What follows belongs to an exercise in optimizing a design on an open flow for small area, a short achievable clock period and few clock cycles; a production flow would make more cautious choices. At most, simulation tests tie the RTL to the original design; equivalence was not proved. Only the layout flow was run in run 3; the RTL was not checked for function there. No activity file was given, so power comes from the tool's default toggle rates.

--- design.v ---
module lxe (
    input  wire        clk,
    input  wire        rst,         
    input  wire        bus_valid,
    input  wire        bus_write,
    input  wire [5:0]  bus_addr,
    input  wire [31:0] bus_wdata,
    output wire        bus_ready,
    output reg         bus_rvalid,
    output reg  [31:0] bus_rdata
);
    localparam [5:0] A_CMD    = 6'h00;
    localparam [5:0] A_STATUS = 6'h04;
    localparam [5:0] A_EINFO  = 6'h08;
    localparam [5:0] A_K0     = 6'h10;
    localparam [5:0] A_K1     = 6'h14;
    localparam [5:0] A_K2     = 6'h18;
    localparam [5:0] A_K3     = 6'h1C;
    localparam [5:0] A_V0     = 6'h20;
    localparam [5:0] A_V1     = 6'h24;
    localparam [5:0] A_OPA    = 6'h28;
    localparam [5:0] A_OPB    = 6'h2C;
    localparam [5:0] A_RES    = 6'h30;
    localparam [5:0] A_CRC    = 6'h34;
    localparam [31:0] DEC_START = 32'hE3779B90;    
    localparam [7:0] OP_CRC_INIT = 8'h01;
    localparam [7:0] OP_CRC_UPD  = 8'h02;
    localparam [7:0] OP_AND32    = 8'h10;
    localparam [7:0] OP_OR32     = 8'h11;
    localparam [7:0] OP_XOR32    = 8'h12;
    localparam [7:0] OP_SHL32    = 8'h13;
    localparam [7:0] OP_SHR32    = 8'h14;
    localparam [7:0] OP_SWAP     = 8'h18;
    localparam [7:0] OP_SWAPBP   = 8'h19;
    localparam [7:0] OP_XTEA_ENC = 8'h20;
    localparam [7:0] OP_XTEA_DEC = 8'h21;
    localparam [7:0] OP_KEY_CLR  = 8'h22;
    localparam [7:0] OP_CLRERR   = 8'h7F;
    localparam [3:0] E_ILLEGAL_CMD    = 4'd1;
    localparam [3:0] E_BAD_ADDR       = 4'd2;
    localparam [3:0] E_RO_WRITE       = 4'd3;
    localparam [3:0] E_KEY_NOT_LOADED = 4'd4;
    reg [31:0] k0, k1, k2, k3;
    reg [31:0] ra, rb;           
    reg        vsw;
    reg [31:0] opa, opb;
    reg [31:0] res;
    reg [15:0] crc;
    reg [3:0]  krdy;
    reg        err;
    reg [3:0]  ecode;
    reg [31:0] einfo;
    reg        rq_v;
    reg        rq_w;
    reg [5:0]  rq_a;
    reg [31:0] rq_d;
    reg        rdy;
    reg        busy;
    reg        dec;
    reg [4:0]  cnt;              
    reg [1:0]  kidx_r;           
    reg        rst_q;            
    reg [31:0] sk_r;             
    assign bus_ready = rdy;
    wire accept = bus_valid && rdy;
    wire exec   = rq_v && !busy;
    function [15:0] crc16_step;
        input [15:0] c;
        input [7:0]  b;
        integer i;
        reg [15:0] x;
        begin
            x = c ^ {8'h00, b};
            for (i = 0; i < 8; i = i + 1) begin
                if (x[0])
                    x = (x >> 1) ^ 16'hA001;
                else
                    x = x >> 1;
            end
            crc16_step = x;
        end
    endfunction
    function [7:0] rev8;
        input [7:0] x;
        integer i;
        begin
            for (i = 0; i < 8; i = i + 1)
                rev8[i] = x[7 - i];
        end
    endfunction
    function [31:0] rev32;
        input [31:0] x;
        integer i;
        begin
            for (i = 0; i < 32; i = i + 1)
                rev32[i] = x[31 - i];
        end
    endfunction
    wire [7:0]  opc = rq_d[7:0];
    wire [7:0]  arg = rq_d[15:8];
    wire [15:0] rsv = rq_d[31:16];
    wire misaligned = (rq_a[1:0] != 2'b00);
    wire reserved   = (rq_a == 6'h0C) || (rq_a == 6'h38) || (rq_a == 6'h3C);
    wire bad_addr   = misaligned || reserved;
    wire ro_write   = rq_w && ((rq_a == A_STATUS) || (rq_a == A_EINFO) ||
                               (rq_a == A_RES)    || (rq_a == A_CRC));
    wire is_cmd     = rq_w && (rq_a == A_CMD);
    reg legal;
    always @(*) begin
        if (rsv != 16'h0000)
            legal = 1'b0;
        else begin
            case (opc)
                OP_CRC_UPD, OP_SWAP: legal = 1'b1;
                OP_CRC_INIT, OP_AND32, OP_OR32, OP_XOR32, OP_SHL32, OP_SHR32,
                OP_SWAPBP, OP_XTEA_ENC, OP_XTEA_DEC, OP_KEY_CLR, OP_CLRERR:
                    legal = (arg == 8'h00);
                default: legal = 1'b0;
            endcase
        end
    end
    wire is_xtea     = (opc == OP_XTEA_ENC) || (opc == OP_XTEA_DEC);
    wire illegal_cmd = is_cmd && !legal;
    wire key_missing = is_cmd && legal && is_xtea && (krdy != 4'b1111);
    reg        raise;
    reg [3:0]  raise_code;
    reg [31:0] raise_info;
    always @(*) begin
        raise      = 1'b1;
        raise_code = 4'd0;
        raise_info = 32'h0;
        if (bad_addr) begin
            raise_code = E_BAD_ADDR;
            raise_info = {23'h0, rq_w, 2'b00, rq_a};
        end else if (ro_write) begin
            raise_code = E_RO_WRITE;
            raise_info = {23'h0, 1'b1, 2'b00, rq_a};
        end else if (illegal_cmd) begin
            raise_code = E_ILLEGAL_CMD;
            raise_info = rq_d;
        end else if (key_missing) begin
            raise_code = E_KEY_NOT_LOADED;
            raise_info = rq_d;
        end else begin
            raise = 1'b0;
        end
    end
    wire cmd_ok = exec && is_cmd && legal && !(is_xtea && (krdy != 4'b1111));
    wire [31:0] v0_q = (vsw || busy) ? rb : ra;
    wire [31:0] v1_q = (vsw && !busy) ? ra : rb;
    reg [31:0] read_data;
    always @(*) begin
        case (rq_a)
            A_STATUS: read_data = {20'h0, krdy, err ? ecode : 4'h0, 3'b000, err};
            A_EINFO:  read_data = err ? einfo : 32'h0;
            A_K0:     read_data = krdy[0] ? k0 : 32'h0;
            A_K1:     read_data = krdy[1] ? k1 : 32'h0;
            A_K2:     read_data = krdy[2] ? k2 : 32'h0;
            A_K3:     read_data = krdy[3] ? k3 : 32'h0;
            A_V0:     read_data = v0_q;
            A_V1:     read_data = v1_q;
            A_OPA:    read_data = opa;
            A_OPB:    read_data = opb;
            A_RES:    read_data = res;
            A_CRC:    read_data = {16'h0, crc};
            default:  read_data = 32'h0;
        endcase
    end
    wire        is_swap   = opc[3];              
    wire        sh_right  = opc[2] | opc[3];     
    wire        sw16      = opc[0] || (arg == 8'd16);
    wire        sw24      = !opc[0] && (arg == 8'd24);
    wire        sw32      = !opc[0] && (arg == 8'd32);
    wire [4:0]  sh_amt    = is_swap ? {sw16, sw24, 3'b000} : opb[4:0];
    wire        sh_zero   = is_swap ? !(sw16 || sw24 || sw32) : (opb[31:5] != 27'h0);
    wire [31:0] sh_in     = is_swap ? {rev8(opa[31:24]), rev8(opa[23:16]),
                                       rev8(opa[15:8]),  rev8(opa[7:0])} :
                            opc[2]  ? rev32(opa) : opa;
    wire [31:0] sh1       = sh_amt[0] ? {sh_in[30:0], 1'b0}  : sh_in;
    wire [31:0] sh2       = sh_amt[1] ? {sh1[29:0], 2'b00}   : sh1;
    wire [31:0] sh3       = sh_amt[2] ? {sh2[27:0], 4'h0}    : sh2;
    wire [31:0] sh4       = sh_amt[3] ? {sh3[23:0], 8'h00}   : sh3;
    wire [31:0] sh_out    = sh_amt[4] ? {sh4[15:0], 16'h0000} : sh4;
    wire [31:0] sh_res    = sh_zero ? 32'h0 : (sh_right ? rev32(sh_out) : sh_out);
    reg [31:0] util_res;
    always @(*) begin
        case (opc[3:0])
            4'h0:    util_res = opa & opb;
            4'h1:    util_res = opa | opb;
            4'h2:    util_res = opa ^ opb;
            default: util_res = sh_res;
        endcase
    end
    wire is_util = (opc[7:4] == 4'h1);
    wire start     = cmd_ok && is_xtea;
    wire start_dec = opc[0];
    wire do_swap   = start && (vsw != start_dec);
    function [33:0] step_rom;
        input [5:0] dj;
        begin
            case (dj)
                6'd0 : step_rom = {2'd0, 32'h00000000};
                6'd1 : step_rom = {2'd3, 32'h9E3779B9};
                6'd2 : step_rom = {2'd1, 32'h9E3779B9};
                6'd3 : step_rom = {2'd2, 32'h3C6EF372};
                6'd4 : step_rom = {2'd2, 32'h3C6EF372};
                6'd5 : step_rom = {2'd1, 32'hDAA66D2B};
                6'd6 : step_rom = {2'd3, 32'hDAA66D2B};
                6'd7 : step_rom = {2'd0, 32'h78DDE6E4};
                6'd8 : step_rom = {2'd0, 32'h78DDE6E4};
                6'd9 : step_rom = {2'd0, 32'h1715609D};
                6'd10: step_rom = {2'd1, 32'h1715609D};
                6'd11: step_rom = {2'd3, 32'hB54CDA56};
                6'd12: step_rom = {2'd2, 32'hB54CDA56};
                6'd13: step_rom = {2'd2, 32'h5384540F};
                6'd14: step_rom = {2'd3, 32'h5384540F};
                6'd15: step_rom = {2'd1, 32'hF1BBCDC8};
                6'd16: step_rom = {2'd0, 32'hF1BBCDC8};
                6'd17: step_rom = {2'd0, 32'h8FF34781};
                6'd18: step_rom = {2'd1, 32'h8FF34781};
                6'd19: step_rom = {2'd0, 32'h2E2AC13A};
                6'd20: step_rom = {2'd2, 32'h2E2AC13A};
                6'd21: step_rom = {2'd3, 32'hCC623AF3};
                6'd22: step_rom = {2'd3, 32'hCC623AF3};
                6'd23: step_rom = {2'd2, 32'h6A99B4AC};
                6'd24: step_rom = {2'd0, 32'h6A99B4AC};
                6'd25: step_rom = {2'd1, 32'h08D12E65};
                6'd26: step_rom = {2'd1, 32'h08D12E65};
                6'd27: step_rom = {2'd1, 32'hA708A81E};
                6'd28: step_rom = {2'd2, 32'hA708A81E};
                6'd29: step_rom = {2'd0, 32'h454021D7};
                6'd30: step_rom = {2'd3, 32'h454021D7};
                6'd31: step_rom = {2'd3, 32'hE3779B90};
                6'd32: step_rom = {2'd3, 32'hE3779B90};
                6'd33: step_rom = {2'd3, 32'h454021D7};
                6'd34: step_rom = {2'd0, 32'h454021D7};
                6'd35: step_rom = {2'd2, 32'hA708A81E};
                6'd36: step_rom = {2'd1, 32'hA708A81E};
                6'd37: step_rom = {2'd1, 32'h08D12E65};
                6'd38: step_rom = {2'd1, 32'h08D12E65};
                6'd39: step_rom = {2'd0, 32'h6A99B4AC};
                6'd40: step_rom = {2'd2, 32'h6A99B4AC};
                6'd41: step_rom = {2'd3, 32'hCC623AF3};
                6'd42: step_rom = {2'd3, 32'hCC623AF3};
                6'd43: step_rom = {2'd2, 32'h2E2AC13A};
                6'd44: step_rom = {2'd0, 32'h2E2AC13A};
                6'd45: step_rom = {2'd1, 32'h8FF34781};
                6'd46: step_rom = {2'd0, 32'h8FF34781};
                6'd47: step_rom = {2'd0, 32'hF1BBCDC8};
                6'd48: step_rom = {2'd1, 32'hF1BBCDC8};
                6'd49: step_rom = {2'd3, 32'h5384540F};
                6'd50: step_rom = {2'd2, 32'h5384540F};
                6'd51: step_rom = {2'd2, 32'hB54CDA56};
                6'd52: step_rom = {2'd3, 32'hB54CDA56};
                6'd53: step_rom = {2'd1, 32'h1715609D};
                6'd54: step_rom = {2'd0, 32'h1715609D};
                6'd55: step_rom = {2'd0, 32'h78DDE6E4};
                6'd56: step_rom = {2'd0, 32'h78DDE6E4};
                6'd57: step_rom = {2'd3, 32'hDAA66D2B};
                6'd58: step_rom = {2'd1, 32'hDAA66D2B};
                6'd59: step_rom = {2'd2, 32'h3C6EF372};
                6'd60: step_rom = {2'd2, 32'h3C6EF372};
                6'd61: step_rom = {2'd1, 32'h9E3779B9};
                6'd62: step_rom = {2'd3, 32'h9E3779B9};
                6'd63: step_rom = {2'd0, 32'h00000000};
                default: step_rom = 34'h0;
            endcase
        end
    endfunction
    wire [33:0] rom_now   = step_rom({dec, cnt});
    wire [33:0] rom_after = step_rom({start ? start_dec : dec, cnt + 5'd1});
    reg [31:0] ksel;
    always @(*) begin
        case (kidx_r)
            2'd0: ksel = k0;
            2'd1: ksel = k1;
            2'd2: ksel = k2;
            default: ksel = k3;
        endcase
    end
    wire [31:0] k3_dec0 = k3 + DEC_START;
    wire [31:0] sk_next = start ? (opc[0] ? k3_dec0 : k0) : (rom_now[31:0] + ksel);
    wire [31:0] mx_t  = ((rb << 4) ^ (rb >> 5)) + rb;
    wire [31:0] mx    = mx_t ^ (sk_r ^ {32{dec}});
    wire [31:0] nb    = ra + mx + {31'h0, dec};
    wire rq_vread = rq_v && !rq_w && ((rq_a == A_V0) || (rq_a == A_V1)) &&
                    ((rq_a == A_V0) ^ vsw);
    wire fwd      = busy && (cnt == 5'd0) && rq_vread;
    wire fwd_next = busy && (cnt == 5'd31) && rq_vread && !accept;
    wire wr_ok = exec && rq_w && !raise;
    always @(posedge clk) begin
        if (accept) begin
            rq_w <= bus_write;
            rq_a <= bus_addr;
            rq_d <= bus_wdata;
        end
        bus_rdata <= read_data;
        rst_q     <= rst;
        if (busy || start) begin
            sk_r   <= sk_next;
            kidx_r <= rom_after[33:32];
        end
        if (start)
            dec <= start_dec;
        if (rst) begin
            busy <= 1'b0; cnt <= 5'h0;
            rq_v <= 1'b0;
            rdy <= 1'b1;
            bus_rvalid <= 1'b0;
        end else begin
            rq_v <= accept || (rq_v && busy && !fwd);
            rdy  <= fwd_next || !((accept || (rq_v && busy && !fwd)) &&
                                  ((busy && cnt != 5'd0) || start));
            bus_rvalid <= exec || fwd;
            if (busy) begin
                if (cnt == 5'd0)
                    busy <= 1'b0;        
                else
                    cnt  <= cnt + 5'd1;
            end
            if (start) begin
                busy <= 1'b1;
                cnt  <= 5'd1;
            end
        end
        if (busy) begin
            ra <= rb;
            rb <= nb;
        end else if (rst_q) begin
            ra <= 32'h0; rb <= 32'h0; vsw <= 1'b0;
        end else begin
            if (do_swap) begin
                ra  <= rb;
                rb  <= ra;
                vsw <= !vsw;
            end
            if (wr_ok && rq_a == A_V0) begin
                if (vsw) rb <= rq_d; else ra <= rq_d;
            end
            if (wr_ok && rq_a == A_V1) begin
                if (vsw) ra <= rq_d; else rb <= rq_d;
            end
        end
        if (wr_ok) begin
            case (rq_a)
                A_K0: k0 <= rq_d;
                A_K1: k1 <= rq_d;
                A_K2: k2 <= rq_d;
                A_K3: k3 <= rq_d;
                default: ;
            endcase
        end
        if (exec && raise && !err) begin
            ecode <= raise_code;
            einfo <= raise_info;
        end
        if (rst_q) begin
            opa <= 32'h0; opb <= 32'h0;
            res <= 32'h0;
            crc <= 16'h0;
            krdy <= 4'h0;
            err <= 1'b0;
        end else begin
            if (exec && raise && !err)
                err <= 1'b1;
            if (wr_ok) begin
                case (rq_a)
                    A_K0: krdy[0] <= 1'b1;
                    A_K1: krdy[1] <= 1'b1;
                    A_K2: krdy[2] <= 1'b1;
                    A_K3: krdy[3] <= 1'b1;
                    A_OPA: opa <= rq_d;
                    A_OPB: opb <= rq_d;
                    default: ;
                endcase
            end
            if (cmd_ok) begin
                case (opc)
                    OP_CRC_INIT: crc <= 16'h0000;
                    OP_CRC_UPD:  crc <= crc16_step(crc, arg);
                    OP_KEY_CLR:  krdy <= 4'h0;
                    OP_CLRERR:   err  <= 1'b0;
                    default: ;
                endcase
                if (is_util)
                    res <= util_res;
            end
        end
    end
endmodule
--- flow/run.sh ---
#!/bin/bash
# Standard synthesis and layout, with two changes: the port buffers are
# buf_2 cells, and repair_timing aims at a setup margin of 7.25 ns, so that it
# also works on paths that already meet the 12 ns clock.
set -euo pipefail
bash standard.sh synth > synth.log 2>&1
bash standard.sh SETUP_SLACK_MARGIN=7.25 "BUFFER_PORTS_ARGS=-buffer_cell sky130_fd_sc_hd__buf_2" finish > layout.log 2>&1
--- standard.sh ---
#!/bin/bash
# synth_recipe.tcl (not shown) runs the flow's synth.tcl, then flattens the netlist and writes it again
# the make line also repeats each setting of config.mk as NAME=value (left out here)
make -C /OpenROAD-flow-scripts/flow DESIGN_CONFIG=/design/flow/config.mk WORK_HOME=/design/flow/orfs CLKGATE_MAP_FILE= SYNTH_SCRIPT=/design/flow/synth_recipe.tcl "${@:-finish}"
--- config.mk ---
export PLATFORM = sky130hd
export DESIGN_NAME = lxe
export DESIGN_NICKNAME = lxe
export VERILOG_FILES = /design/flow/design.v
export SDC_FILE = /design/flow/constraint.sdc
export NUM_CORES = 4
export LEC_CHECK = 0
export CAP_MARGIN = 20
export CORE_MARGIN = 2
export CORE_UTILIZATION = 40
export PLACE_DENSITY = 0.6
export SLEW_MARGIN = 20
--- constraint.sdc ---
create_clock -name core_clock -period 12.0 [get_ports {clk}]
set_input_delay 2.4000 -clock core_clock [delete_from_list [all_inputs] [get_ports {clk}]]
set_output_delay 2.4000 -clock core_clock [all_outputs]
set_load 0.01 [all_outputs]
==> results of run 1 <==
## path summary, 6_finish.rpt
check / startpoint / slack, ns / to
worst max-delay path: rb[5] / 7.25 / rb[31]
worst min-delay path: res[6] / 0.48 / res[6]
worst max register to register: rb[5] / 7.25 / rb[31]
worst min register to register: res[6] / 0.48 / res[6]
## per-stage QoR
step,hold slack [ns],cell area [sq um],total power [mW],worst slack [ns]
CTS,0.476,35100,3.65,7.22
global route,0.500,35500,3.72,7.08
detailed placement,0.461,32800,1.88,6.48
floorplan,0.432,31500,1.81,7.25
global placement,0.462,32800,1.88,6.55
finish,0.484,35500,3.64,7.25
## cells by family after synthesis
family	share of synthesized area (%)
adder cells (fa/ha/maj)	7.33
buffers and inverters	4.88
AO/OA/AOI/OAI	22.1
multiplexers	8.17
XOR/XNOR	6.25
flip-flops	36.8
AND/OR/NAND/NOR	14.5
## what timing repair did
item                                   CTS  global route
cloned                                   0             2
endpoints found under the hold margin    0             0
setup endpoints to repair               72           269
pin swaps                               15            31
resized for setup                       47            70
buffers inserted                        20            27
## cell type report
type,count,share of cell area (%)
multi-input cells,2635,52.9
flip-flops and latches,461,32.8
clock buffers,59,3.91
repair buffers,198,3.84
well taps,1040,3.66
clock inverters,43,1.45
inverters,132,1.44
diodes,2,0.0141
## worst reg2reg max path, delay by kind of cell (launching register included)
| kind | cells | cell delay, ns |
|---|---|---|
| AOI/OAI and AO/OA | 12 | 2.34 |
| buffers and inverters | 1 | 0.05 |
| DFF | 1 | 0.37 |
| xor gates and xnor gates | 2 | 0.30 |
| and+or+nand+nor | 5 | 0.88 |
| adders and majority gates | 3 | 0.65 |
## cells in the mapped netlist (21+ instances only)
| cell | n |
|---|---|
| mux2_2 | 22 |
| xor2_1 | 82 |
| nand2_1 | 340 |
| buf_1 | 28 |
| mux4_2 | 41 |
| a222oi_1 | 21 |
| a21oi_1 | 271 |
| edfxtp_1 | 237 |
| o21ai_1 | 46 |
| buf_2 | 33 |
| a211oi_1 | 54 |
| dfxtp_1 | 224 |
| ha_1 | 178 |
| o22ai_1 | 61 |
| a22oi_1 | 57 |
| nand4_1 | 34 |
| a22o_1 | 51 |
| o21ai_0 | 171 |
| nand3_1 | 132 |
| nor4_1 | 23 |
| clkbuf_1 | 178 |
| xnor2_1 | 140 |
| nor2_1 | 199 |
| inv_1 | 130 |
| a21o_1 | 48 |
| o211ai_1 | 36 |
| mux2i_1 | 139 |
| a221oi_1 | 51 |
| nor3_1 | 59 |
| a31oi_1 | 40 |
| nand2b_1 | 26 |
| and2_1 | 43 |
| and3_1 | 47 |
## routing by layer
layer	global-route usage [%]	vias to the layer above
met4	14.3	6
met1	40.3	14100
met5	0	-
met3	5.71	296
li1	-	13000
met2	43.8	1685
## power by group
group | internal, mW | switching [mW]
combinational | 0.0452 | 0.113
clock | 1.04 | 0.753
sequential | 1.67 | 0.0252
total | 2.75 | 0.891
==> flow_summary.toml, run 1 <==
[cts]
path_clk_slew_ns = 0.07
hold_buffers = 0
cts_buffer_depth = 3
clk_latency_ns = 0.65
clock_sinks = 461
ctsRootBufferMaster = "clkbuf_16"
cts_inserted_buffers = 54
cts_tree = "done"
htree_levels = 2

[sta]
setup_viol = 0
skew_ns = 0.0419
tns_ns = 0
final_hold_viol_count = 0
slew_headroom_pct = 26.3
min_period_ns = 4.75
drv_slew = 0
rsz0062_at_grt = "true"
tightest_slew_ns = 1.10
clock.fmax_ghz = 0.211
post-route-period-util_pct = 39.5

[synth]
synth_area_leaders = "edfxtp_1 23%, dfxtp_1 14%, ha_1 7.1%"
synth_seq_area_share_pct = 36.8
avgSynthCellArea_sq_um = 9.06
synth_edf_count = 237
async_reset_ff_share_pct = 0
synth_top_cell_area_share_pct = 22.6
synthFlopType = "edfxtp_1"
synth.net_count = 3701
synth_cells = 3477
syn_area_sq_um = 31500
yosysWarnings = 1
synth.largest_area_cell = "edfxtp_1"
synth_cell_types = 88
synth_seq_cells = 461

[grt]
overflow = 0
grt_pass1_wl_um = 180000
grt_max_degree = 88
antenna_found_initial = 3
grt_use_total_pct = 29.3
grt_pass1_vias = 26600

[routing]
num_vias = 29100
drcViolationCount = 0
wl_per_cell_um = 27.3
wl_met2_um = 53700
wirelength_um = 125000
drtAntennaViolNets = 0
wl_met1_um = 51000
drtIter0Drc = 3824
drt_first_pass_iters = 7
viasPerCell = 6.37
wl_met3_um = 12800
top_layer = "met5"

[placement]
numPortBuffers = 75
dp.cells = 4417
dpl.hpwl_um = 87900
place_congestion = 0.970

[floorplanning]
top_level_ports = 76
floorplan.initialDensity_pct = 40.5
dieHeight_um = 285
core_region_area_sq_um = 77700
die_area_sq_um = 81000
rows = 102
die_width_um = 285

[cells_and_area]
syn_to_final_growth_pct = 12.9
drive_gt1_share_pct = 14.0
fin_cells = 4570
post-route-util_pct = 45.7
ff_latch_area_sq_um = 11600
multi_input_comb_area_sq_um = 18800
layout_common_cells = "335 x nand2_1, 261 x a21oi_1, 237 x edfxtp_1"
fin_nets = 3706
layout_commonest_cell = "nand2_1"
fillers = 7427

[critical_path]
worst-setup-path-type = "reg -> reg"
critPathLaunchType = "flop"
crit_family = "compound AO/OA/AOI/OAI gates"
cp.arrival_ns = 5.24
critical_path.max_fanout = 4
slowest_delay_ns = 0.37
critPathRequiredTime_ns = 12.49
path_depth = 23
crit_slowest_cell = "dfxtp_4"
ff2ff_path_depth = 23
cp_num_buf_inv = 1
cp_cell_sequence = "ha_4 > inv_2 > fa_2 > nor2b_2 > o21ai_2 > a21boi_2 > o2111a_1 > or3_4 > a31o_4 > a311o_1 > a21o_1 > a21oi_2 > xnor2_2 > ha_1 > a21o_1 > a21oi_2 > nor3b_4 > o311ai_4 > nand3_1 > nand3_2 > a311oi_2 > xnor2_1 > o22ai_1"
end_kind = "flop"

[pwr]
p_leak_nw = 13.7
p_per_area_nw_per_um2 = 103
ir_drop_v = 0.000114

[job]
cap_violations = 0

[run_status]
status = "timing/DRC/antenna clean"

[worst_hold_path]
min_path_cells = 2
worst_hold_path_type = "reg -> reg"
Testbench counts, summed over its fixed seeds: cycles 50,476.
==> inputs of run 2 (changes only) <==
==> flow/run.sh (replaced) <==
#!/bin/bash
# Standard synthesis and layout, with two changes: the port buffers are
# buf_2 cells, and repair_timing aims at a setup margin of 7.5 ns, so that it
# also works on paths that already meet the 12 ns clock.
set -euo pipefail
bash standard.sh synth > synth.log 2>&1
bash standard.sh SETUP_SLACK_MARGIN=7.5 "BUFFER_PORTS_ARGS=-buffer_cell sky130_fd_sc_hd__buf_2" finish > layout.log 2>&1
==> flow_summary.toml, run 2 <==
[run_status]
status = "timing/DRC/antenna clean"

[placement]
numPortBuffers = 75
place_ws_ns = 6.57
dpl.hpwl_um = 89000
place_congestion = 0.985

[sta]
clock.fmax_ghz = 0.215
final_hold_viol_count = 0
drv_slew = 0
slew_headroom_pct = 21.5
tightest_slew_ns = 1.17
skew_ns = 0.0226
post-route-period-util_pct = 38.8
rsz0062_at_grt = "true"
setup_slack_ns = 7.35
tns_ns = 0
min_period_ns = 4.65
setup_viol = 0

[critical_path]
worst-setup-path-type = "reg -> reg"
critical_path.max_fanout = 6
worstReg2RegEnd = "rb[29]"
end_kind = "flop"
ff2ff_path_depth = 20
critPathLaunchType = "flop"
r2r-start = "rb[11]"
rrSetupSlack_ns = 7.35
critPathRequiredTime_ns = 12.48
cp.arrival_ns = 5.13

[cells_and_area]
layout_commonest_cell = "nand2_1"
fillers = 7493
drive_gt1_share_pct = 14.6
layout_common_cells = "334 x nand2_1, 254 x a21oi_1, 237 x edfxtp_1"
multi_input_comb_area_sq_um = 19100
fin_nets = 3707
syn_to_final_growth_pct = 13.3
ff_latch_area_sq_um = 11700

[floorplanning]
die_area_sq_um = 81000
floorplan.initialDensity_pct = 40.5
top_level_ports = 76
rows = 102
core_region_area_sq_um = 77700
dieHeight_um = 285
die_width_um = 285

[pwr]
net-switching-power_mw = 0.849
pwr-share-comb_pct = 4.4
clkPwrFrac_pct = 47.0
seq_power_share_pct = 48.6
p_per_area_nw_per_um2 = 97.6
ir_drop_v = 0.000105
p_leak_nw = 13.7
p_int_mw = 2.63
sw_frac_of_total_pct = 24.4

[synth]
synthTopCellsByCount = "340 x nand2_1, 271 x a21oi_1, 237 x edfxtp_1, 224 x dfxtp_1, 199 x nor2_1"
avgSynthCellArea_sq_um = 9.06
synth_top_cell_area_share_pct = 22.6
synth_area_leaders = "edfxtp_1 23%, dfxtp_1 14%, ha_1 7.1%"
synth_cells = 3477
syn_area_sq_um = 31500
synth_seq_cells = 461
synth_most_common_cell = "nand2_1"
synth_edf_count = 237
synthFlopType = "edfxtp_1"
synth_seq_area_share_pct = 36.8
synth.largest_area_cell = "edfxtp_1"
synth.net_count = 3701
synth_cell_types = 88
yosysWarnings = 1
async_reset_ff_share_pct = 0

[grt]
overflow = 0
met1_usage_pct = 40.4
grtUsageMet3_pct = 6.24
grt_pass1_wl_um = 179000
antenna_found_initial = 2
grt_pass1_vias = 26100
grt_use_total_pct = 29.4
grt_max_degree = 69
grt_busiest_layer = "met2"
grt_util_met2_pct = 43.5

[cts]
clock_sinks = 461
ctsRootBufferMaster = "clkbuf_16"
clk_latency_ns = 0.63
cts_inserted_buffers = 54
htree_levels = 2
hold_buffers = 0
cts_buffer_depth = 3
path_clk_slew_ns = 0.06
cts_tree = "done"

[worst_hold_path]
hp-start = "res[13]"
min_to = "res[13]"
worst_hold_path_type = "reg -> reg"
min_path_cells = 2

[job]
cap_violations = 0

[routing]
wirelength_um = 124000
drt_first_pass_iters = 6
wl_per_cell_um = 27.1
num_vias = 28900
drtIter0Drc = 4012
drtAntennaViolNets = 0
drcViolationCount = 0
viasPerCell = 6.33
## run 2: cell types whose count changed in the layout (fill, tap and decap cells not counted), moves of 6 or more
cell,change
ha_1,-7
clkbuf_1,+11
bufinv_16,-6
a21oi_1,-7
a21oi_2,+7
## run 2: per-layer routing
layer  share of wire, %  routed length (um)  vias up
li1                   -                   -    13000
met1                 41               51000    14000
met2                 43               53000     1647
met3                 10               12800      297
met4                5.8                7120        2
met5             0.0089                  11        -
## run 2: stage by stage
stage          area, sq um  hold slack (ns)  util (%)  power, mW  std cells
2_1_floorplan        31500            0.432         -       1.81       3477
3_3_place_gp         32800            0.456      42.2       1.88       4415
3_5_place_dp         32800            0.458      42.2       1.88       4415
4_1_cts              35000            0.472      45.1       3.50       4541
5_1_grt              35700            0.498      45.9       3.58       4569
6_report             35700            0.473      45.9       3.48       4570
## run 2: cell families after synthesis
logic type	after synthesis	synth area share, %
xor+xnor	223	6.25
flops	461	36.8
simple gates	971	14.5
fa+ha+maj	182	7.33
buf+inv	382	4.88
mux	203	8.17
compound gates	1055	22.1
## run 2: worst max-delay path by stage
stage / from / endpoint / slack, ns
3_3_place_gp: cnt[0] / sk_r[30] / 6.63
6_report: rb[11] / rb[29] / 7.35
3_5_place_dp: cnt[0] / sk_r[30] / 6.57
4_1_cts: rb[0] / rb[31] / 7.45
2_1_floorplan: cnt[0] / sk_r[30] / 7.50
5_1_grt: rb[11] / rb[29] / 7.19
## run 2: cell type report
class / count / area share (%)
antenna: 1 / 0.00701
clock inverter: 31 / 0.761
inverter: 132 / 1.44
multi-input combinational: 2634 / 53.4
timing repair buffer: 200 / 3.96
sequential: 461 / 32.7
clock buffer: 71 / 4.08
tap: 1040 / 3.65
## run 2: critical path, stage by stage, from the launching register on
cell and delay [ns]:
dfxtp_4 0.41, xor2_1 0.18, ha_2 0.34, a21oi_1 0.18, o21ai_1 0.15, or3_4 0.45, a31o_4 0.29, a311o_1 0.31
a21o_1 0.18, a21oi_2 0.16, xnor2_2 0.09, ha_1 0.32, a21o_1 0.20, a21oi_2 0.14, nor3b_4 0.24, o311ai_4 0.14
buf_4 0.16, a31o_2 0.20, a21oi_2 0.14, xnor2_1 0.12, o22ai_1 0.09
## run 2: power groups by stage
| stage | registers, mW | clock network, mW | logic (mW) |
|---|---|---|---|
| finish | 1.69 | 1.64 | 0.153 |
| global route | 1.69 | 1.73 | 0.160 |
| detailed placement | 1.73 | 0 | 0.148 |
| global placement | 1.73 | 0 | 0.148 |
| CTS | 1.69 | 1.66 | 0.149 |
| floorplan | 1.71 | 0 | 0.0949 |
## run 2: repair_timing
| action | CTS | global route |
|---|---|---|
| setup endpoints to repair | 87 | 266 |
| resized for setup | 83 | 94 |
| pin swaps | 33 | 51 |
| setup buffers | 24 | 28 |
==> inputs of run 3 (changes only) <==
--- a/design.v
+++ b/design.v
@@ -289,3 +289,3 @@
     wire fwd_next = busy && (cnt == 5'd31) && rq_vread && !accept;
-    wire wr_ok = exec && rq_w && !raise;
+    wire wr_ok = exec && rq_w;
     always @(posedge clk) begin
@@ -352,3 +352,3 @@
         end
-        if (exec && raise && !err) begin
+        if (exec && !err) begin
             ecode <= raise_code;
==> flow_summary.toml, run 3 <==
[run_status]
status = "timing/DRC/antenna clean"

[synth]
synth_most_common_cell = "nand2_1"
synthFlopType = "edfxtp_1"
avgSynthCellArea_sq_um = 9.11
yosysWarnings = 1
syn_area_sq_um = 31600
async_reset_ff_share_pct = 0
synth_edf_count = 237
synth_area_leaders = "edfxtp_1 23%, dfxtp_1 14%, ha_1 7.0%"
synth.largest_area_cell = "edfxtp_1"
synth_seq_area_share_pct = 36.7
synth_cell_types = 85
synth_top_cell_area_share_pct = 22.5
synth_seq_cells = 461
synthTopCellsByCount = "362 x nand2_1, 330 x a21oi_1, 255 x nor2_1, 237 x edfxtp_1, 224 x dfxtp_1"
synth_cells = 3469
synth.net_count = 3693

[placement]
dpl.hpwl_um = 85900
numPortBuffers = 75
dp.cells = 4407
placed_area_sq_um = 33000
place_congestion = 1.00
place_ws_ns = 6.38

[grt]
grt_pass1_wl_um = 180000
overflow = 0
antenna_found_initial = 1
grt_use_total_pct = 29.3
grt_pass1_vias = 26300
grt_max_degree = 65

[cts]
clk_latency_ns = 0.62
cts_buffer_depth = 3
ctsRootBufferMaster = "clkbuf_16"
path_clk_slew_ns = 0.07
clock_sinks = 461
htree_levels = 2
cts_tree = "done"
hold_buffers = 0
cts_inserted_buffers = 54

[worst_hold_path]
hp-start = "res[7]"
min_path_cells = 2
worst_hold_path_type = "reg -> reg"

[critical_path]
rrSetupSlack_ns = 7.17
crit_path_start = "rb[5]"
r2r-start = "rb[5]"
worst-setup-path-type = "reg -> reg"
critical_path.max_fanout = 4
cp.arrival_ns = 5.36
setup.worst_path.end = "rb[31]"
critPathLaunchType = "flop"
end_kind = "flop"
critPathRequiredTime_ns = 12.53
ff2ff_path_depth = 22
worstReg2RegEnd = "rb[31]"

[routing]
drtAntennaViolNets = 0
drcViolationCount = 0
viasPerCell = 6.30
drtIter0Drc = 3753
wl_per_cell_um = 26.9
wirelength_um = 123000
num_vias = 28800
drt_first_pass_iters = 8

[sta]
setup_slack_ns = 7.17
slew_headroom_pct = 26.7
final_hold_viol_count = 0
skew_ns = 0.0426
tightest_slew_ns = 1.09
drv_slew = 0
clock.fmax_ghz = 0.207
rsz0062_at_grt = "true"
setup_viol = 0
tns_ns = 0
min_period_ns = 4.83
post-route-period-util_pct = 40.2

[floorplanning]
die_area_sq_um = 81300
core_region_area_sq_um = 78600
dieHeight_um = 285
rows = 103
floorplan.initialDensity_pct = 40.2
die_width_um = 285
top_level_ports = 76

[cells_and_area]
layout_commonest_cell = "nand2_1"
syn_to_final_growth_pct = 13.6
drive_gt1_share_pct = 14.9
multi_input_comb_area_sq_um = 19400
design_area_sq_um = 35900
ff_latch_area_sq_um = 11700
antenna_cells = 0
fin_nets = 3703
fillers = 7636
fin_cells = 4571
layout_common_cells = "358 x nand2_1, 311 x a21oi_1, 237 x edfxtp_1"

[job]
cap_violations = 0

[pwr]
p_per_area_nw_per_um2 = 97.3
p_leak_nw = 14.1
ir_drop_v = 0.000119
-- run 3: metal layers --
layer,up-vias,routed length [um],track usage (%),part of all wire [%]
li1,13000,-,-,-
met3,275,10400,4.26,8.4
met2,1550,55500,46.0,45
met4,0,6390,13.6,5.2
met1,14000,50900,39.8,41
met5,-,0,0,0
-- run 3: area by class of cell --
class                      count  share of cell area [%]
clock inverter                27                   0.638
clock buffer                  71                    4.16
timing repair buffer         203                    3.89
sequential                   461                    32.5
multi-input combinational   2649                    54.0
inverter                     110                    1.24
tap                         1050                    3.66
-- run 3: worst max-delay path, stage by stage, from the launching register on --
cell and delay [ns]:
dfxtp_4 0.37, ha_4 0.14, inv_2 0.03, fa_2 0.35, nand2b_4 0.16, a21oi_4 0.14
a41oi_2 0.14, a211o_1 0.35, o31ai_4 0.26, a21oi_2 0.13, a311oi_2 0.20, buf_4 0.16
xnor2_2 0.14, ha_1 0.29, a21o_1 0.20, o21bai_1 0.17, a21o_1 0.21, a21oi_2 0.15
o21ai_2 0.10, and2_1 0.17, a2111o_1 0.29, or4_1 0.47, o211ai_1 0.09
-- run 3: metrics by stage --
stage / utilization [%] / power [mW] / hold slack, ns
after CTS: 44.9 / 3.51 / 0.461
after global placement: 42.0 / 1.88 / 0.444
after detailed placement: 42.0 / 1.88 / 0.452
final: 45.7 / 3.49 / 0.465
after floorplan: - / 1.81 / 0.432
after global routing: 45.7 / 3.58 / 0.497
-- run 3: worst min-delay path by stage --
stage	to	slack [ns]
after floorplan	res[8]	0.43
after global placement	res[7]	0.44
after detailed placement	res[7]	0.45
after CTS	res[7]	0.46
after global routing	res[7]	0.50
final	res[7]	0.47
-- run 3: logic make-up (layout without fill, tap and decap cells) --
family | count (synthesis) | after routing | share of synthesized area (%)
fa+ha+maj | 182 | 182 | 7.30
xor+xnor | 218 | 218 | 6.08
simple gates | 952 | 952 | 13.6
buf+inv | 359 | 411 | 4.42
flops | 461 | 461 | 36.7
compound gates | 1072 | 1072 | 22.4
mux | 225 | 225 | 9.49
-- run 3: report_power, final --
group          leakage (nW)  internal, mW  total (mW)  switching [mW]
Combinational          9.25        0.0430       0.148           0.105
Sequential             3.99          1.67        1.70          0.0330
Clock                 0.840         0.938        1.64           0.706
-- run 3: timing repair --
item                       CTS  global route
pin swaps                   35            42
setup endpoints to repair  134            80
resized for setup           81            92
setup buffers               34            32
==> inputs of run 4 (changes only) <==
--- a/design.v
+++ b/design.v
@@ -289,3 +289,3 @@
     wire fwd_next = busy && (cnt == 5'd31) && rq_vread && !accept;
-    wire wr_ok = exec && rq_w;
+    wire wr_ok = exec && rq_w && !raise;
     always @(posedge clk) begin
@@ -352,3 +352,3 @@
         end
-        if (exec && !err) begin
+        if (exec && raise && !err) begin
             ecode <= raise_code;
--- a/config.mk
+++ b/config.mk
@@ -10,3 +10,7 @@
 export CORE_UTILIZATION = 40
+export CTS_BUF_LIST = sky130_fd_sc_hd__clkbuf_16
+export CTS_CLUSTER_DIAMETER = 80
+export CTS_CLUSTER_SIZE = 25
 export PLACE_DENSITY = 0.6
 export SLEW_MARGIN = 20
+export TNS_END_PERCENT = 0
==> flow_summary.toml, run 4 <==
[job]
cap_violations = 0

[synth]
synth_cells = 3477
synth.largest_area_cell = "edfxtp_1"
synth_seq_cells = 461
yosysWarnings = 1
synth_cell_types = 88
synth_most_common_cell = "nand2_1"
async_reset_ff_share_pct = 0
synth_seq_area_share_pct = 36.8
avgSynthCellArea_sq_um = 9.06
synth_area_leaders = "edfxtp_1 23%, dfxtp_1 14%, ha_1 7.1%"
synthFlopType = "edfxtp_1"
synth.net_count = 3701
synth_edf_count = 237
synthTopCellsByCount = "340 x nand2_1, 271 x a21oi_1, 237 x edfxtp_1, 224 x dfxtp_1, 199 x nor2_1"
syn_area_sq_um = 31500
synth_top_cell_area_share_pct = 22.6

[floorplanning]
die_area_sq_um = 81000
top_level_ports = 76
dieHeight_um = 285
core_region_area_sq_um = 77700
die_width_um = 285
floorplan.initialDensity_pct = 40.5
rows = 102

[critical_path]
cp.arrival_ns = 5.21
critical_path.max_fanout = 6
critPathRequiredTime_ns = 12.49
critPathLaunchType = "flop"
worst-setup-path-type = "reg -> reg"
end_kind = "flop"
slowest_delay_ns = 0.70
crit_slowest_cell = "dfxtp_1"
cp_cell_sequence = "xor2_1 > ha_1 > or2_2 > or3_4 > a31o_4 > a311o_1 > buf_4 > xnor2_1 > ha_1 > nand3_1 > o311ai_4 > nand3_1 > and4_1 > a311oi_2 > xnor2_1 > o22ai_1"

[sta]
setup_slack_ns = 7.28
setup_viol = 0
tightest_slew_ns = 1.27
rsz0062_at_grt = "true"
drv_slew = 0
skew_ns = 0.0296
clock.fmax_ghz = 0.212
tns_ns = 0
final_hold_viol_count = 0
slew_headroom_pct = 14.8
min_period_ns = 4.72
post-route-period-util_pct = 39.3

[routing]
wirelength_um = 122000
drtAntennaViolNets = 0
viasPerCell = 6.34
drcViolationCount = 0
drtIter0Drc = 3495
num_vias = 28600
wl_per_cell_um = 27.1
drt_first_pass_iters = 8

[cts]
cts_buffer_depth = 3
clk_latency_ns = 0.65
ctsRootBufferMaster = "clkbuf_16"
cts_inserted_buffers = 31
path_clk_slew_ns = 0.10
htree_levels = 1
clock_sinks = 461
cts_tree = "done"

[placement]
dp.cells = 4419
place_ws_ns = 6.63
dpl.hpwl_um = 88700
place_congestion = 0.950
numPortBuffers = 75

[cells_and_area]
syn_to_final_growth_pct = 9.50
antenna_cells = 0
layout_commonest_cell = "nand2_1"
drive_gt1_share_pct = 12.0
fin_nets = 3666
layout_common_cells = "336 x nand2_1, 266 x a21oi_1, 237 x edfxtp_1"
fin_cells = 4506
post-route-util_pct = 44.4

[run_status]
status = "timing/DRC/antenna clean"

[worst_hold_path]
worst_hold_path_type = "reg -> reg"

[grt]
grt_pass1_wl_um = 179000
grt_use_total_pct = 29.1
grt_max_degree = 96
overflow = 0
grt_pass1_vias = 26400
antenna_found_initial = 2

[pwr]
p_per_area_nw_per_um2 = 88.3
seq_power_share_pct = 55.5
p_int_mw = 2.23
ir_drop_v = 0.000109
net-switching-power_mw = 0.817
p_total_mw = 3.04
pwr-share-comb_pct = 5.2
p_leak_nw = 13.3
sw_frac_of_total_pct = 26.8
clkPwrFrac_pct = 39.4
run 4: cell types whose count changed after synthesis, sizes merged, moves of 25 or more:
cell | before | now
nor2 | 255 | 200
o21ai | 193 | 218
and3 | 22 | 47
a221o | 36 | 2
inv | 104 | 130
a21oi | 330 | 281
a22o | 26 | 51
a222oi | 52 | 21
nand3 | 90 | 132
run 4: metrics by stage:
| stage | hold WS [ns] | cell area, sq um |
|---|---|---|
| floorplan | 0.432 | 31500 |
| global placement | 0.461 | 32900 |
| detailed placement | 0.477 | 32900 |
| CTS | 0.491 | 34400 |
| global route | 0.514 | 34500 |
| finish | 0.491 | 34500 |
run 4: critical path, delay by kind of cell, from the launching register on:
kind	cells	cell delay, ns
AO/OA/AOI/OAI	5	1.36
flip-flops	1	0.70
XOR/XNOR	3	0.44
AND/OR/NAND/NOR	5	1.31
adder cells (fa/ha/maj)	2	0.59
buffers and inverters	1	0.16
run 4: power by group through the flow:
stage	Combinational, mW	Clock, mW	Sequential (mW)
6_report	0.157	1.20	1.69
5_1_grt	0.165	1.26	1.69
4_1_cts	0.154	1.21	1.69
3_5_place_dp	0.153	0	1.73
3_3_place_gp	0.153	0	1.72
2_1_floorplan	0.0949	0	1.71
run 4: logic make-up (layout without fill, tap and decap cells):
logic type / Yosys count / count (layout) / synth area share [%]
compound gates: 1055 / 1055 / 22.1
xor+xnor: 223 / 223 / 6.25
mux: 203 / 203 / 8.17
fa+ha+maj: 182 / 182 / 7.33
simple gates: 971 / 971 / 14.5
buf+inv: 382 / 371 / 4.88
flops: 461 / 461 / 36.8
run 4: final timing paths:
| kind | start | to | slack (ns) | depth (start not counted) |
|---|---|---|---|---|
| setup / recovery | rb[15] | rb[31] | 7.28 | 16 |
| setup reg to reg | rb[15] | rb[31] | 7.28 | 16 |
| hold reg to reg | res[13] | res[13] | 0.49 | 2 |
| hold / removal | res[13] | res[13] | 0.49 | 2 |
run 4: layout make-up:
| cell class | instances | area [sq um] |
|---|---|---|
| clock inverter | 26 | 299 |
| sequential | 461 | 11600 |
| fill | 7518 | 43200 |
| timing repair buffer | 182 | 1240 |
| multi-input combinational | 2634 | 18700 |
| tap | 1040 | 1300 |
| inverter | 132 | 508 |
| clock buffer | 31 | 776 |
run 4: what timing repair did:
item	in CTS	in global routing
hold endpoints to repair	0	0
gates resized for setup	69	12
setup endpoints to repair	63	82
hold buffers	0	0
buffers inserted	23	6
pin swaps	30	1
run 4: routing by layer:
layer  share of wire [%]  global-route usage (%)  wire (um)  up-vias
li1                    -                       -          -    12900
met1                  42                    40.4      51300    13900
met2                  42                    43.3      51700     1497
met3                 9.0                    4.74      11000      308
met4                 6.5                    15.4       7970        0
met5                   0                       0          0        -
Testbench counts of run 4, summed over its fixed seeds: cycles 50,476.
==> inputs of run 5 (changes only) <==
--- a/config.mk
+++ b/config.mk
@@ -15,2 +15 @@
 export SLEW_MARGIN = 20
-export TNS_END_PERCENT = 0
==> flow_summary.toml, run 5 <==
[synth]
synth_cell_types = 88
synth_seq_cells = 461
synthFlopType = "edfxtp_1"
synth.net_count = 3701
synth.largest_area_cell = "edfxtp_1"
yosysWarnings = 1
synth_seq_area_share_pct = 36.8
synthTopCellsByCount = "340 x nand2_1, 271 x a21oi_1, 237 x edfxtp_1, 224 x dfxtp_1, 199 x nor2_1"
async_reset_ff_share_pct = 0
syn_area_sq_um = 31500
synth_cells = 3477
synth_most_common_cell = "nand2_1"
avgSynthCellArea_sq_um = 9.06
synth_edf_count = 237
synth_area_leaders = "edfxtp_1 23%, dfxtp_1 14%, ha_1 7.1%"
synth_top_cell_area_share_pct = 22.6

[sta]
tightest_slew_ns = 1.13
tns_ns = 0
clock.fmax_ghz = 0.214
post-route-period-util_pct = 39.0
setup_slack_ns = 7.32
min_period_ns = 4.68
slew_headroom_pct = 24.3
final_hold_viol_count = 0
whs_ns = 0.479
skew_ns = 0.0365
setup_viol = 0
rsz0062_at_grt = "true"
drv_slew = 0

[critical_path]
ff2ff_path_depth = 21
r2r-start = "rb[0]"
crit_path_start = "rb[0]"
cp_cell_sequence = "buf_6 > xor2_1 > ha_1 > a21boi_2 > o2111a_2 > or3_4 > a31o_4 > a311o_1 > a21o_1 > a21oi_2 > xnor2_2 > ha_1 > a21o_1 > a21oi_2 > nor3b_4 > o311ai_4 > buf_4 > a31o_2 > a21oi_2 > xnor2_1 > o22ai_1"
crit_slowest_cell = "dfxtp_4"
slowest_delay_ns = 0.38
critPathRequiredTime_ns = 12.47
critical_path.max_fanout = 3
worst-setup-path-type = "reg -> reg"
cp_common_cell = "a21oi_2"
critPathLaunchType = "flop"
cp.arrival_ns = 5.14
rrSetupSlack_ns = 7.32
end_kind = "flop"

[placement]
dpl.hpwl_um = 89000
placed_area_sq_um = 32800
place_ws_ns = 6.57
numPortBuffers = 75
place_congestion = 0.985

[pwr]
p_leak_nw = 13.6
ir_drop_v = 0.000123
p_per_area_nw_per_um2 = 91.6

[cts]
cts_buffer_depth = 3
path_clk_slew_ns = 0.10
cts_tree = "done"
hold_buffers = 0
clock_sinks = 461
clk_latency_ns = 0.62
ctsRootBufferMaster = "clkbuf_16"
htree_levels = 2
cts_inserted_buffers = 35

[routing]
num_vias = 29000
wl_per_cell_um = 27.2
top_layer = "met5"
wl_met2_um = 52800
drtIter0Drc = 3891
drt_first_pass_iters = 6
drcViolationCount = 0
wirelength_um = 124000
wl_met3_um = 12700
drtAntennaViolNets = 0
viasPerCell = 6.38
wl_met1_um = 50900

[grt]
grt_pass1_vias = 26000
antenna_found_initial = 3
grt_max_degree = 69
overflow = 0
grt_use_total_pct = 29.3
grt_pass1_wl_um = 178000

[cells_and_area]
layout_commonest_cell = "nand2_1"
post-route-util_pct = 45.5
design_area_sq_um = 35300
syn_to_final_growth_pct = 12.2
fillers = 7481
drive_gt1_share_pct = 14.6
fin_nets = 3698
layout_common_cells = "334 x nand2_1, 253 x a21oi_1, 237 x edfxtp_1"

[floorplanning]
die_width_um = 285
die_area_sq_um = 81000
rows = 102
dieHeight_um = 285
floorplan.initialDensity_pct = 40.5
top_level_ports = 76
core_region_area_sq_um = 77700

[job]
cap_violations = 0

[worst_hold_path]
hp-start = "res[13]"
worst_hold_path_type = "reg -> reg"
min_path_cells = 2

[run_status]
status = "timing/DRC/antenna clean"
## run 5: cell counts after synthesis
No cell type changed its count.
## run 5: what timing repair did
item	CTS	global route
setup endpoints to repair	94	260
resized for setup	82	99
pin swaps	34	47
gates cloned	0	0
buffers inserted	28	34
## run 5: final cells by class
| class | count | area [sq um] | share of cell area, % |
|---|---|---|---|
| Clock buffer | 37 | 926 | 2.62 |
| Antenna cell | 2 | 5.00 | 0.0142 |
| Inverter | 132 | 518 | 1.47 |
| Sequential cell | 461 | 11700 | 33.0 |
| Tap cell | 1040 | 1300 | 3.68 |
| Clock inverter | 27 | 397 | 1.12 |
| Timing Repair Buffer | 210 | 1480 | 4.20 |
| Multi-Input combinational cell | 2634 | 19000 | 53.9 |
## run 5: path summary, 6_finish.rpt
check,end
setup reg to reg,rb[29]
setup / recovery,rb[29]
hold reg to reg,res[13]
hold / removal,res[13]
## run 5: kinds of logic (layout without fill, tap and decap cells)
family	after synthesis	count (layout)	synth area share (%)
buffers and inverters	382	406	4.88
adder cells (fa/ha/maj)	182	182	7.33
flip-flops	461	461	36.8
AND/OR/NAND/NOR	971	971	14.5
AO/OA/AOI/OAI	1055	1055	22.1
multiplexers	203	203	8.17
XOR/XNOR	223	223	6.25
other	0	2	0
## run 5: worst max-delay path, delay by kind of cell, from the launching register on
kind | cells | cell delay, ns
AOI/OAI and AO/OA | 12 | 2.30
adders and majority gates | 2 | 0.62
and+or+nand+nor | 2 | 0.61
DFF | 1 | 0.38
xor gates and xnor gates | 3 | 0.34
buffers and inverters | 2 | 0.27
## run 5: report_power, final
part | switching (mW) | internal [mW]
clock | 0.742 | 0.649
sequential | 0.0266 | 1.66
combinational | 0.110 | 0.0438
## run 5: per-layer routing
metal,global-route usage [%],up-vias
met5,0,-
met4,14.6,4
met3,6.32,313
met2,43.5,1708
met1,40.0,14000
li1,-,12900
## run 5: through the flow
| stage | total power [mW] | instances |
|---|---|---|
| 6_report | 3.24 | 4543 |
| 5_1_grt | 3.31 | 4541 |
| 4_1_cts | 3.25 | 4507 |
| 3_5_place_dp | 1.88 | 4415 |
| 3_3_place_gp | 1.88 | 4415 |
| 2_1_floorplan | 1.81 | 3477 |
==> inputs of run 6 (changes only) <==
--- a/config.mk
+++ b/config.mk
@@ -15 +15,2 @@
 export SLEW_MARGIN = 20
+export TNS_END_PERCENT = 20
==> flow_summary.toml, run 6 <==
[worst_hold_path]
min_path_cells = 2
hp-start = "res[13]"
min_to = "res[13]"
worst_hold_path_type = "reg -> reg"

[grt]
grt_pass1_wl_um = 179000
antenna_found_initial = 2
overflow = 0
grt_use_total_pct = 29.1
grt_max_degree = 96
grt_pass1_vias = 26400

[routing]
num_vias = 28900
viasPerCell = 6.37
wl_per_cell_um = 27.2
drtIter0Drc = 3728
wirelength_um = 123000
drt_first_pass_iters = 6
drtAntennaViolNets = 0
drcViolationCount = 0

[sta]
slew_headroom_pct = 17.4
setup_viol = 0
post-route-period-util_pct = 38.6
rsz0062_at_grt = "true"
drv_slew = 0
skew_ns = 0.0284
tightest_slew_ns = 1.23
min_period_ns = 4.63
final_hold_viol_count = 0
whs_ns = 0.495
clock.fmax_ghz = 0.216
tns_ns = 0
setup_slack_ns = 7.37

[cells_and_area]
antenna_cells = 0
fillers = 7462
syn_to_final_growth_pct = 11.2
layout_common_cells = "336 x nand2_1, 257 x a21oi_1, 237 x edfxtp_1"
drive_gt1_share_pct = 13.9
ff_latch_area_sq_um = 11700
multi_input_comb_area_sq_um = 18900
fin_cells = 4534
layout_commonest_cell = "nand2_1"
fin_nets = 3694

[floorplanning]
dieHeight_um = 285
die_width_um = 285
rows = 102
top_level_ports = 76
die_area_sq_um = 81000
core_region_area_sq_um = 77700
floorplan.initialDensity_pct = 40.5

[critical_path]
cp.arrival_ns = 5.12
cp_cell_sequence = "ha_4 > inv_2 > fa_2 > nor2b_1 > o21ai_2 > a21boi_4 > o2111a_1 > or3_4 > a31o_4 > a311o_1 > a21o_1 > a21oi_2 > xnor2_2 > ha_1 > a21o_1 > a21oi_2 > nor3b_4 > o311ai_4 > nand3_1 > nand3_1 > a311oi_2 > xnor2_1 > o22ai_1"
crit_slowest_cell = "or3_4"
ff2ff_path_depth = 23
critPathRequiredTime_ns = 12.50
critical_path.max_fanout = 3
crit_family = "compound AO/OA/AOI/OAI gates"
worstReg2RegEnd = "rb[31]"
critPathLaunchType = "flop"
slowest_delay_ns = 0.37
worst-setup-path-type = "reg -> reg"
rrSetupSlack_ns = 7.37
r2r-start = "rb[5]"
cp_num_buf_inv = 1
end_kind = "flop"

[cts]
htree_levels = 1
cts_buffer_depth = 3
path_clk_slew_ns = 0.10
clk_latency_ns = 0.65
ctsRootBufferMaster = "clkbuf_16"
clock_sinks = 461
hold_buffers = 0
cts_inserted_buffers = 31
cts_tree = "done"

[synth]
synthFlopType = "edfxtp_1"
synth_cell_types = 88
synth_edf_count = 237
avgSynthCellArea_sq_um = 9.06
synthTopCellsByCount = "340 x nand2_1, 271 x a21oi_1, 237 x edfxtp_1, 224 x dfxtp_1, 199 x nor2_1"
synth.largest_area_cell = "edfxtp_1"
synth_seq_area_share_pct = 36.8
synth_seq_cells = 461
synth_top_cell_area_share_pct = 22.6
synth_area_leaders = "edfxtp_1 23%, dfxtp_1 14%, ha_1 7.1%"
synth_cells = 3477
async_reset_ff_share_pct = 0
synth.net_count = 3701
synth_most_common_cell = "nand2_1"
syn_area_sq_um = 31500
yosysWarnings = 1

[pwr]
p_total_mw = 3.04
p_int_mw = 2.23
ir_drop_v = 0.000108
seq_power_share_pct = 55.4
p_leak_nw = 13.5
pwr-share-comb_pct = 5.2
net-switching-power_mw = 0.818
p_per_area_nw_per_um2 = 86.9
sw_frac_of_total_pct = 26.9
clkPwrFrac_pct = 39.4

[placement]
numPortBuffers = 75
place_ws_ns = 6.63
dp.cells = 4419
dpl.hpwl_um = 88700
place_congestion = 0.950

[run_status]
status = "timing/DRC/antenna clean"

[job]
cap_violations = 0
## run 6: cell count changes in the layout (fill, tap and decap cells not counted), sizes merged
cell / change
clkbuf: -5
diode: -2
buf: -1
bufinv: -1
clkinv: +1
clkinvlp: -1
## run 6: layer usage
metal / GRT usage, % / share of wire (%)
met3: 4.65 / 9.6
met4: 15.1 / 6.1
met5: 0 / 0
met1: 40.4 / 41
met2: 43.5 / 43
## run 6: repair_timing
| action | in CTS | in global routing |
|---|---|---|
| buffers inserted | 26 | 28 |
| resized for setup | 80 | 76 |
| gates cloned | 0 | 3 |
| setup endpoints to repair | 63 | 73 |
| pin swaps | 32 | 33 |
## run 6: how the worst max path moves through the flow
| stage | start | end | slack (ns) | cells after the start |
|---|---|---|---|---|
| floorplan | rb[0] | rb[31] | 7.49 | 23 |
| global placement | cnt[0] | sk_r[30] | 6.66 | 18 |
| detailed placement | cnt[0] | sk_r[30] | 6.63 | 18 |
| CTS | rb[5] | rb[31] | 7.40 | 23 |
| global route | rb[2] | rb[31] | 7.16 | 21 |
| finish | rb[5] | rb[31] | 7.37 | 23 |
## run 6: metrics by stage
| step | cell area [sq um] | util (%) |
|---|---|---|
| after detailed placement | 32900 | 42.3 |
| after global placement | 32900 | 42.3 |
| after CTS | 34400 | 44.3 |
| after floorplan | 31500 | - |
| after global routing | 35000 | 45.1 |
| final | 35000 | 45.1 |
## run 6: worst register-to-register path: cells and delay by family, from the launching register on
| kind | cells | cell delay, ns |
|---|---|---|
| AO/OA/AOI/OAI | 12 | 2.29 |
| AND/OR/NAND/NOR | 5 | 0.87 |
| adder cells (fa/ha/maj) | 3 | 0.62 |
| flip-flops | 1 | 0.36 |
| XOR/XNOR | 2 | 0.29 |
| buffers and inverters | 1 | 0.05 |
## run 6: area by class of cell
type / instances / share of cell area, %
tap: 1040 / 3.71
clock buffer: 31 / 2.21
inverter: 132 / 1.45
timing repair buffer: 210 / 4.39
clock inverter: 26 / 0.854
sequential: 461 / 33.3
multi-input combinational: 2634 / 54.1
## run 6: cells by family (layout without fill, tap and decap cells)
| family | Yosys count | in the layout | share of synthesized area, % |
|---|---|---|---|
| compound gates | 1055 | 1055 | 22.1 |
| xor+xnor | 223 | 223 | 6.25 |
| fa+ha+maj | 182 | 182 | 7.33 |
| buf+inv | 382 | 399 | 4.88 |
| flops | 461 | 461 | 36.8 |
| mux | 203 | 203 | 8.17 |
| simple gates | 971 | 971 | 14.5 |
## run 6: power groups by stage
stage                     sequential (mW)  combinational (mW)  clock [mW]
after floorplan                      1.71              0.0949           0
after global placement               1.72               0.153           0
after detailed placement             1.73               0.153           0
after CTS                            1.69               0.154        1.21
after global routing                 1.69               0.165        1.26
final                                1.69               0.158        1.20
==> inputs of run 7 (changes only) <==
--- a/config.mk
+++ b/config.mk
@@ -15,2 +15,2 @@
 export SLEW_MARGIN = 20
-export TNS_END_PERCENT = 20
+export TNS_END_PERCENT = 5
==> flow_summary.toml, run 7 <==
[routing]
viasPerCell = 6.34
wirelength_um = 122000
num_vias = 28600
drcViolationCount = 0
drt_first_pass_iters = 6
wl_per_cell_um = 27.1
drtAntennaViolNets = 0
drtIter0Drc = 3602

[worst_hold_path]
worst_hold_path_type = "reg -> reg"

[synth]
avgSynthCellArea_sq_um = 9.06
syn_area_sq_um = 31500
synth.largest_area_cell = "edfxtp_1"
synthTopCellsByCount = "340 x nand2_1, 271 x a21oi_1, 237 x edfxtp_1, 224 x dfxtp_1, 199 x nor2_1"
synth_seq_area_share_pct = 36.8
async_reset_ff_share_pct = 0
synth_seq_cells = 461
synth_top_cell_area_share_pct = 22.6
synth_cell_types = 88
synth.net_count = 3701
synth_cells = 3477
yosysWarnings = 1
synth_edf_count = 237
synthFlopType = "edfxtp_1"
synth_most_common_cell = "nand2_1"
synth_area_leaders = "edfxtp_1 23%, dfxtp_1 14%, ha_1 7.1%"

[sta]
tns_ns = 0
tightest_slew_ns = 1.26
skew_ns = 0.0320
rsz0062_at_grt = "true"
clock.fmax_ghz = 0.214
setup_slack_ns = 7.33
final_hold_viol_count = 0
drv_slew = 0
post-route-period-util_pct = 38.9
slew_headroom_pct = 15.5
setup_viol = 0
min_period_ns = 4.67

[critical_path]
cp_num_buf_inv = 0
cp_cell_sequence = "xor2_1 > ha_1 > and3_1 > and3_1 > a211o_4 > o21a_1 > nand2_1 > nand2_1 > a21o_1 > a21oi_1 > xnor2_1 > ha_1 > nand2_1 > or3_1 > a21o_1 > a211oi_2 > a21oi_1 > xor2_1 > o22ai_1"
cp.arrival_ns = 5.17
crit_family = "compound AO/OA/AOI/OAI gates"
slowest_delay_ns = 0.46
worst-setup-path-type = "reg -> reg"
end_kind = "flop"
critPathRequiredTime_ns = 12.50
critPathLaunchType = "flop"
critical_path.max_fanout = 7
crit_slowest_cell = "ha_1"
cp_common_cell = "nand2_1"

[cts]
cts_buffer_depth = 3
hold_buffers = 0
clock_sinks = 461
clk_latency_ns = 0.65
path_clk_slew_ns = 0.10
ctsRootBufferMaster = "clkbuf_16"
cts_inserted_buffers = 31
htree_levels = 1
cts_tree = "done"

[cells_and_area]
antenna_cells = 0
drive_gt1_share_pct = 12.5
layout_common_cells = "336 x nand2_1, 264 x a21oi_1, 237 x edfxtp_1"
fin_nets = 3668
syn_to_final_growth_pct = 9.88
post-route-util_pct = 44.5
layout_commonest_cell = "nand2_1"
fillers = 7504
design_area_sq_um = 34600
ff_latch_area_sq_um = 11700
multi_input_comb_area_sq_um = 18800

[floorplanning]
rows = 102
die_area_sq_um = 81000
dieHeight_um = 285
core_region_area_sq_um = 77700
top_level_ports = 76
floorplan.initialDensity_pct = 40.5
die_width_um = 285

[run_status]
status = "timing/DRC/antenna clean"

[grt]
overflow = 0
grt_pass1_wl_um = 179000
antenna_found_initial = 2
grt_pass1_vias = 26400
grt_max_degree = 96
grt_use_total_pct = 29.1

[job]
cap_violations = 0

[placement]
numPortBuffers = 75
dpl.hpwl_um = 88700
place_congestion = 0.950
place_ws_ns = 6.63
placed_area_sq_um = 32900

[pwr]
p_per_area_nw_per_um2 = 88.0
p_leak_nw = 13.3
ir_drop_v = 0.000109
run 7: cell counts after synthesis:
No cell type changed its count.
run 7: stage by stage:
step                      hold slack (ns)  total power, mW  cells
after floorplan                     0.432             1.81   3477
after global placement              0.461             1.88   4419
after detailed placement            0.477             1.88   4419
after CTS                           0.491             3.05   4500
after global routing                0.514             3.12   4508
final                               0.491             3.04   4508
run 7: final cells by class:
class | instances | area share, %
multi-input cells | 2634 | 54.3
flip-flops and latches | 461 | 33.7
well taps | 1040 | 3.76
repair buffers | 184 | 3.66
clock buffers | 31 | 2.24
inverters | 132 | 1.47
clock inverters | 26 | 0.864
run 7: worst reg2reg max path, cell delays in order (launching register included):
cell and delay, ns:
dfxtp_4 0.40, xor2_1 0.17, ha_1 0.37, and3_1 0.20, and3_1 0.19, a211o_4 0.36
o21a_1 0.24, nand2_1 0.07, nand2_1 0.10, a21o_1 0.20, a21oi_1 0.22, xnor2_1 0.11
ha_1 0.46, nand2_1 0.08, or3_1 0.34, a21o_1 0.24, a211oi_2 0.37, a21oi_1 0.16
xor2_1 0.14, o22ai_1 0.09
run 7: timing repair:
action,CTS,global route
setup endpoints to repair,63,74
pin swaps,31,7
hold endpoints to repair,0,0
resized for setup,76,32
gates cloned,0,0
setup buffers,24,7
run 7: kinds of logic after synthesis:
kind of cell               after synthesis  synth area share, %
AOI/OAI and AO/OA                     1055                 22.1
and+or+nand+nor                        971                 14.5
DFF                                    461                 36.8
buffers and inverters                  382                 4.88
xor gates and xnor gates               223                 6.25
muxes                                  203                 8.17
adders and majority gates              182                 7.33
run 7: routing by layer:
layer	up-vias	GRT usage (%)	wire (um)
li1	12900	-	-
met3	297	4.74	11100
met5	-	0	0
met4	0	15.4	7890
met1	13900	40.4	51200
met2	1481	43.4	52000
run 7: path summary, 6_finish.rpt:
| path | from | end | slack, ns | cells past startpoint |
|---|---|---|---|---|
| worst max-delay path | rb[12] | rb[30] | 7.33 | 19 |
| worst min-delay path | res[13] | res[13] | 0.49 | 2 |
| worst min register to register | res[13] | res[13] | 0.49 | 2 |
| worst max register to register | rb[12] | rb[30] | 7.33 | 19 |
run 7: power breakdown:
group	total, mW	internal [mW]	switching, mW
sequential	1.69	1.66	0.0239
combinational	0.157	0.0450	0.112
clock	1.20	0.517	0.681
total	3.04	2.23	0.817

[afterwards: timing with drivers on the ports]
No port has a modelled driver above. Below, the same layouts with a new extraction and two added sets of constraints.
Step 1 assumes that a clkbuf_16 drives the clock port and a buf_2 every other input.
Step 2 adds t to the input delays and takes it off the output delays; t is the mean of the earliest and latest rising clock arrival at the registers after step 1. Input paths then give back, and output paths get back, about the clock's delay inside the block.
Three values: ideal ports, drivers, drivers and shift; two values: the first two.
run	t, ns	slack for setup (ns)	worst data-port slew with drivers (ns)	cell pins on the clock port's net
run 1	0.697	7.254 / 7.254 / 7.254	0.04	1
run 2	0.688	7.348 / 7.348 / 7.348	0.06	1
run 3	0.664	7.173 / 7.173 / 7.173	0.06	1
run 4	0.697	7.284 / 7.284 / 7.284	0.04	1
run 5	0.664	7.324 / 7.324 / 7.324	0.06	1
run 6	0.701	7.374 / 7.374 / 7.374	0.05	1
run 7	0.700	7.329 / 7.329 / 7.329	0.04	1
After both steps every run listed still meets setup and hold.
